Source: an optimization exercise on an open RTL-to-GDS flow (aim: small area, a short achievable clock period and few clock cycles). Production flows keep margins and buffers that such runs may drop.
The RTL was checked by simulation tests, not by an equivalence proof against the original design.

==> inputs of wip/delta <==
==> flow/design.v (excerpt) <==
module pscb (
    input  wire        clk,
    input  wire        rst,           
    input  wire        req_valid,
    output reg         req_ready,
    input  wire        req_write,
    input  wire [2:0]  req_addr,      
    input  wire [31:0] req_wdata,
    output reg         rsp_valid,
    output reg  [31:0] rsp_rdata,
    output reg         pk_valid,
    output reg  [7:0]  pk_data,
    output reg         up_valid,
    output reg  [7:0]  up_data
);
Settings: LEC_CHECK=0, CAP_MARGIN=20, CORE_MARGIN=2, CORE_UTILIZATION=55, CTS_CLUSTER_DIAMETER=100, CTS_CLUSTER_SIZE=25, SLEW_MARGIN=20, TNS_END_PERCENT=10; clock period 8.0 ns.
standard.sh (not shown) runs the stock make flow with config.mk's settings and CLKGATE_MAP_FILE= SYNTH_SCRIPT=/design/flow/synth_recipe.tcl, a recipe that flattens the netlist after the stock synthesis.
==> flow/flow/run.sh <==
#!/bin/bash
# The standard layout (standard.sh), with the setup repair aimed high only up to
# clock tree synthesis (after global routing it only fixes real violations), and
# buf_4 as the port buffers.
set -euo pipefail
bash standard.sh SETUP_SLACK_MARGIN=5 "BUFFER_PORTS_ARGS=-buffer_cell sky130_fd_sc_hd__buf_4" cts > stage_cts.log 2>&1
bash standard.sh SETUP_SLACK_MARGIN=0 finish > stage_finish.log 2>&1
test -f out/final.def
==> wip/maple: changes against wip/delta <==
--- a/flow/design.v
+++ b/flow/design.v
@@ -75,20 +75,16 @@
     reg [11:0] room;            
     reg [5:0]  lw;              
     reg [5:0]  offm1;           
     reg [5:0]  q_e;             
     reg [31:0] q_t;             
-    reg [31:0] q_h;             
     reg [2:0]  ph;              
     reg [3:0]  sw;              
     reg [63:0] win;             
     reg [1:0]  wv;              
     reg        pend;            
     reg [5:0]  pidx;            
-    reg        swz;             
-    reg        blk_hit;         
-    reg [7:0]  pdec;            
     reg [2:0]  em_i;            
     reg [2:0]  em_n;            
     reg        rh_v;            
     reg        rb_v;            
     reg [31:0] rsp_b;
@@ -209,18 +205,16 @@
             for (t = 0; t < 32; t = t + 1)
                 therm_of[t] = (t < n);
         end
     endfunction
     wire [31:0] therm = q_t;
-    function [31:0] hsel_of(input [5:0] e);
-        integer hi;
-        begin
-            for (hi = 0; hi < 32; hi = hi + 1)
-                hsel_of[hi] = e[5] ^ (hi > e[4:0]);
-        end
-    endfunction
-    wire [31:0] hsel = q_h;
+    reg [31:0] hsel;
+    integer hi;
+    always @(*) begin
+        for (hi = 0; hi < 32; hi = hi + 1)
+            hsel[hi] = e_end[5] ^ (hi > e_end[4:0]);
+    end
     wire [31:0] merged = (win[63:32] & hsel) | (win[31:0] & ~hsel);
     wire [31:0] rot_in = m_reader ? merged : (acc & therm);
     wire [31:0] rot_rev;
     genvar g;
     generate
@@ -239,11 +233,11 @@
     generate
         for (g = 0; g < 8; g = g + 1) begin : g_port
             assign port_out[g] = ring[56 + g];
         end
     endgenerate
-    wire        commit = pend && swz && blk_hit;
+    wire        commit = pend && (sw == 4'd0) && (pidx[5:3] == ph);
     wire [31:0] cdata  = pidx[0] ? win[63:32] : win[31:0];
     wire em_busy = (em_i != em_n);
     wire [2:0] em_left = em_n - em_i;
     wire rel     = (em_left <= 3'd1);                
     wire st_pk = ((k_pkpush && (pk_k == 3'd6)) || (k_pkfl && (pk_k != 3'd0))) && em_busy;
@@ -321,30 +315,23 @@
     integer r, j;
     always @(posedge clk) begin
         for (r = 0; r < 8; r = r + 1) begin
             for (j = 7; j > 0; j = j - 1)
                 ring[r + 8 * j] <= ring[r + 8 * (j - 1)];
-            if (!swz)
+            if (sw != 4'd0)
                 ring[r] <= 32'd0;
-            else if (commit && pdec[r])
+            else if (commit && pidx[2:0] == r)
                 ring[r] <= cdata;
             else
                 ring[r] <= port_out[r];
         end
     end
-    wire       pset  = m_writer && ((ex_ro && !cw[6]) || (mv_go && xing));
-    wire [2:0] ph_nx = rst ? 3'd0 : ph + 3'd1;
-    always @(posedge clk) begin
-        blk_hit <= pset ? (cw[5:3] == ph_nx) : (pidx[5:3] == ph_nx);
-        if (pset)
-            pdec <= 8'd1 << cw[2:0];
-    end
     wire [6:0] fw0 = cw[0] ? cw1 : cw;               
     wire [6:0] fw1 = cw[0] ? cw : cw1;               
-    wire       fetch0 = m_reader && !wv[0] && !(pend && !pidx[0]) && swz &&
+    wire       fetch0 = m_reader && !wv[0] && !(pend && !pidx[0]) && (sw == 4'd0) &&
                         !fw0[6] && (fw0[5:3] == ph);
-    wire       fetch1 = m_reader && !wv[1] && !(pend && pidx[0]) && swz &&
+    wire       fetch1 = m_reader && !wv[1] && !(pend && pidx[0]) && (sw == 4'd0) &&
                         !fw1[6] && (fw1[5:3] == ph);
     wire       wr_or  = mv_go && k_wr;
     always @(posedge clk) begin
         if (ex_wo)
             win <= 64'd0;
@@ -362,23 +349,20 @@
             else if (wr_or)
                 win[63:32] <= win[63:32] | (rot & hsel);
         end
     end
     wire q_free = !q_v || go;
-    wire [5:0] e_next;
     wire [5:0] e_base = !q_v                      ? offm1 :
                         (k_wropen || k_rdopen)    ? 6'd63 :
                         k_align                   ? (offm1 | 6'd7) :
                         k_move                    ? q_e : offm1;
-    assign e_next = e_base + src_d[5:0];
     always @(posedge clk) begin
         if (q_free) begin
             q_k <= src_k;
             q_a <= src_a;
             q_d <= src_d;
-            q_e <= e_next;
-            q_h <= hsel_of(e_next);
+            q_e <= e_base + src_d[5:0];
             q_t <= therm_of(src_d[5:0]);
         end
         if (!s_v) begin
             s_w <= req_write;
             s_a <= req_addr;
@@ -402,11 +386,10 @@
             pk_k      <= 3'd0;
             up_msb    <= 7'd0;
             up_j      <= 3'd0;
             ph        <= 3'd0;
             sw        <= 4'd0;
-            swz       <= 1'b1;
             wv        <= 2'b00;
             pend      <= 1'b0;
             em_i      <= 3'd0;
             em_n      <= 3'd0;
             rsp_valid <= 1'b0;
@@ -426,11 +409,10 @@
             else
                 s_v <= in_acc && !q_free;
             req_ready <= !(s_v ? !q_free : (in_acc && !q_free));
             if (sw != 4'd0)
                 sw <= sw - 4'd1;
-            swz <= !ex_wo && (sw <= 4'd1);
             if (commit)
                 pend <= 1'b0;
             if (fetch0)
                 wv[0] <= 1'b1;
             if (fetch1)
==> flow/run.sh (new file) <==
#!/bin/bash
# synth_recipe.tcl (not shown) runs the flow's synth.tcl, then flattens the netlist and writes it again
# the make line also repeats each setting of config.mk as NAME=value (left out here)
make -C /OpenROAD-flow-scripts/flow DESIGN_CONFIG=/design/flow/config.mk WORK_HOME=/design/flow/orfs CLKGATE_MAP_FILE= SYNTH_SCRIPT=/design/flow/synth_recipe.tcl finish
Settings changed: CORE_UTILIZATION 55 to 40, SETUP_SLACK_MARGIN set to 5, TNS_END_PERCENT 10 to not set.
removed: flow/flow/run.sh
removed: flow/standard.sh
==> wip/sierra: changes against wip/delta <==
--- a/flow/design.v
+++ b/flow/design.v
@@ -369,17 +369,19 @@
                         (k_wropen || k_rdopen)    ? 6'd63 :
                         k_align                   ? (offm1 | 6'd7) :
                         k_move                    ? q_e : offm1;
     assign e_next = e_base + src_d[5:0];
     always @(posedge clk) begin
+        q_h <= hsel_of(q_free ? e_next : q_e);
+        q_t <= therm_of(q_free ? src_d[5:0] : q_d[5:0]);
+    end
+    always @(posedge clk) begin
         if (q_free) begin
             q_k <= src_k;
             q_a <= src_a;
             q_d <= src_d;
             q_e <= e_next;
-            q_h <= hsel_of(e_next);
-            q_t <= therm_of(src_d[5:0]);
         end
         if (!s_v) begin
             s_w <= req_write;
             s_a <= req_addr;
             s_d <= req_wdata;
Settings changed: CORE_UTILIZATION 55 to 65.
==> results.sh <==
export IMPL_power_combinational_total_mw=0.869
export IMPL_clkTransAtPathRegs_ns=0.12
export IMPL_mappedNetlistArea_mm2=0.07368
export IMPL_hold_start="ring[19][12]$_DFF_P_"
export IMPL_result_of_the_run="timing/DRC/antenna clean"
export IMPL_timing_rr_end="acc[24]$_SDFFE_PP0P_"
export IMPL_worstPathCellList="nor2b_4 > buf_12 > mux4_2 > mux4_2 > mux2i_1 > mux2_2 > nand3_1 > a311oi_1"
export IMPL_seq_cell_power_mw=13.2
export IMPL_area_growth_pct=8.273
# the run above: wip/delta

==> results.sh <==
export IMPL_met2_wirelength_um=96110
export IMPL_max_freq_mhz=275.3
export IMPL_result_of_the_run="timing/DRC/antenna clean"
export IMPL_area_growth_pct=22.54
export IMPL_hold_start="ring[9][1]$_DFF_P_"
export IMPL_timing_rr_end="win[29]$_SDFFE_PP0P_"
export IMPL_seq_cell_power_mw=12.8
export IMPL_power_combinational_total_mw=2.19
# the run above: wip/maple

==> results.sh <==
export IMPL_seq_cells=2550
export IMPL_worstPathCellList="inv_1 > fa_1 > o21ba_2 > nor2_1 > o21ai_0 > a21oi_2 > nor4_4 > and3_4 > and2_1 > buf_8 > and3_1 > a2111oi_1 > nor3_1"
export IMPL_hold_start="ring[9][23]$_DFF_P_"
export IMPL_result_of_the_run="timing/DRC/antenna clean"
export IMPL_timing_rr_end="acc[26]$_SDFFE_PP0P_"
export IMPL_seq_cell_power_mw=13.2
export IMPL_clkTransAtPathRegs_ns=0.10
export IMPL_power_combinational_total_mw=0.872
# the run above: wip/sierra

Testbench counts of wip/delta, summed over its fixed seeds: cycles 45,850.
Testbench counts of wip/maple, summed over its fixed seeds: cycles 45,850.
Testbench counts of wip/sierra, summed over its fixed seeds: cycles 45,850.

-- what the ideal ports hide --
In the flow no input, the clock included, has a driving cell. The finished layouts below were timed again as built, in two steps. Step 1 (the two cells are an assumption about what drives the block):
set clk [get_ports {clk}]
set_driving_cell -lib_cell sky130_fd_sc_hd__clkbuf_16 $clk
set_driving_cell -lib_cell sky130_fd_sc_hd__buf_2 [delete_from_list [all_inputs] $clk]
Step 2 also shifts input and output timing later by t, the mid clock arrival at the registers, as if the neighbouring blocks saw the same clock. a / b / c = ideal ports / drivers / drivers and shift; a / b = the first two.
run | shift t [ns] | setup slack, ns | worst data-port slew with drivers (ns)
wip/delta | 0.831 | 4.705 / 4.705 / 3.929 | 0.04
wip/maple | 0.894 | 4.367 / 4.367 / 4.196 | 0.04
wip/sierra | 0.802 | 4.394 / 4.394 / 3.816 | 0.07
After both steps every run listed still meets setup and hold. For wip/delta, which loses most, drivers alone change the setup slack by 0.000 ns; drivers and shift together by -0.776 ns.
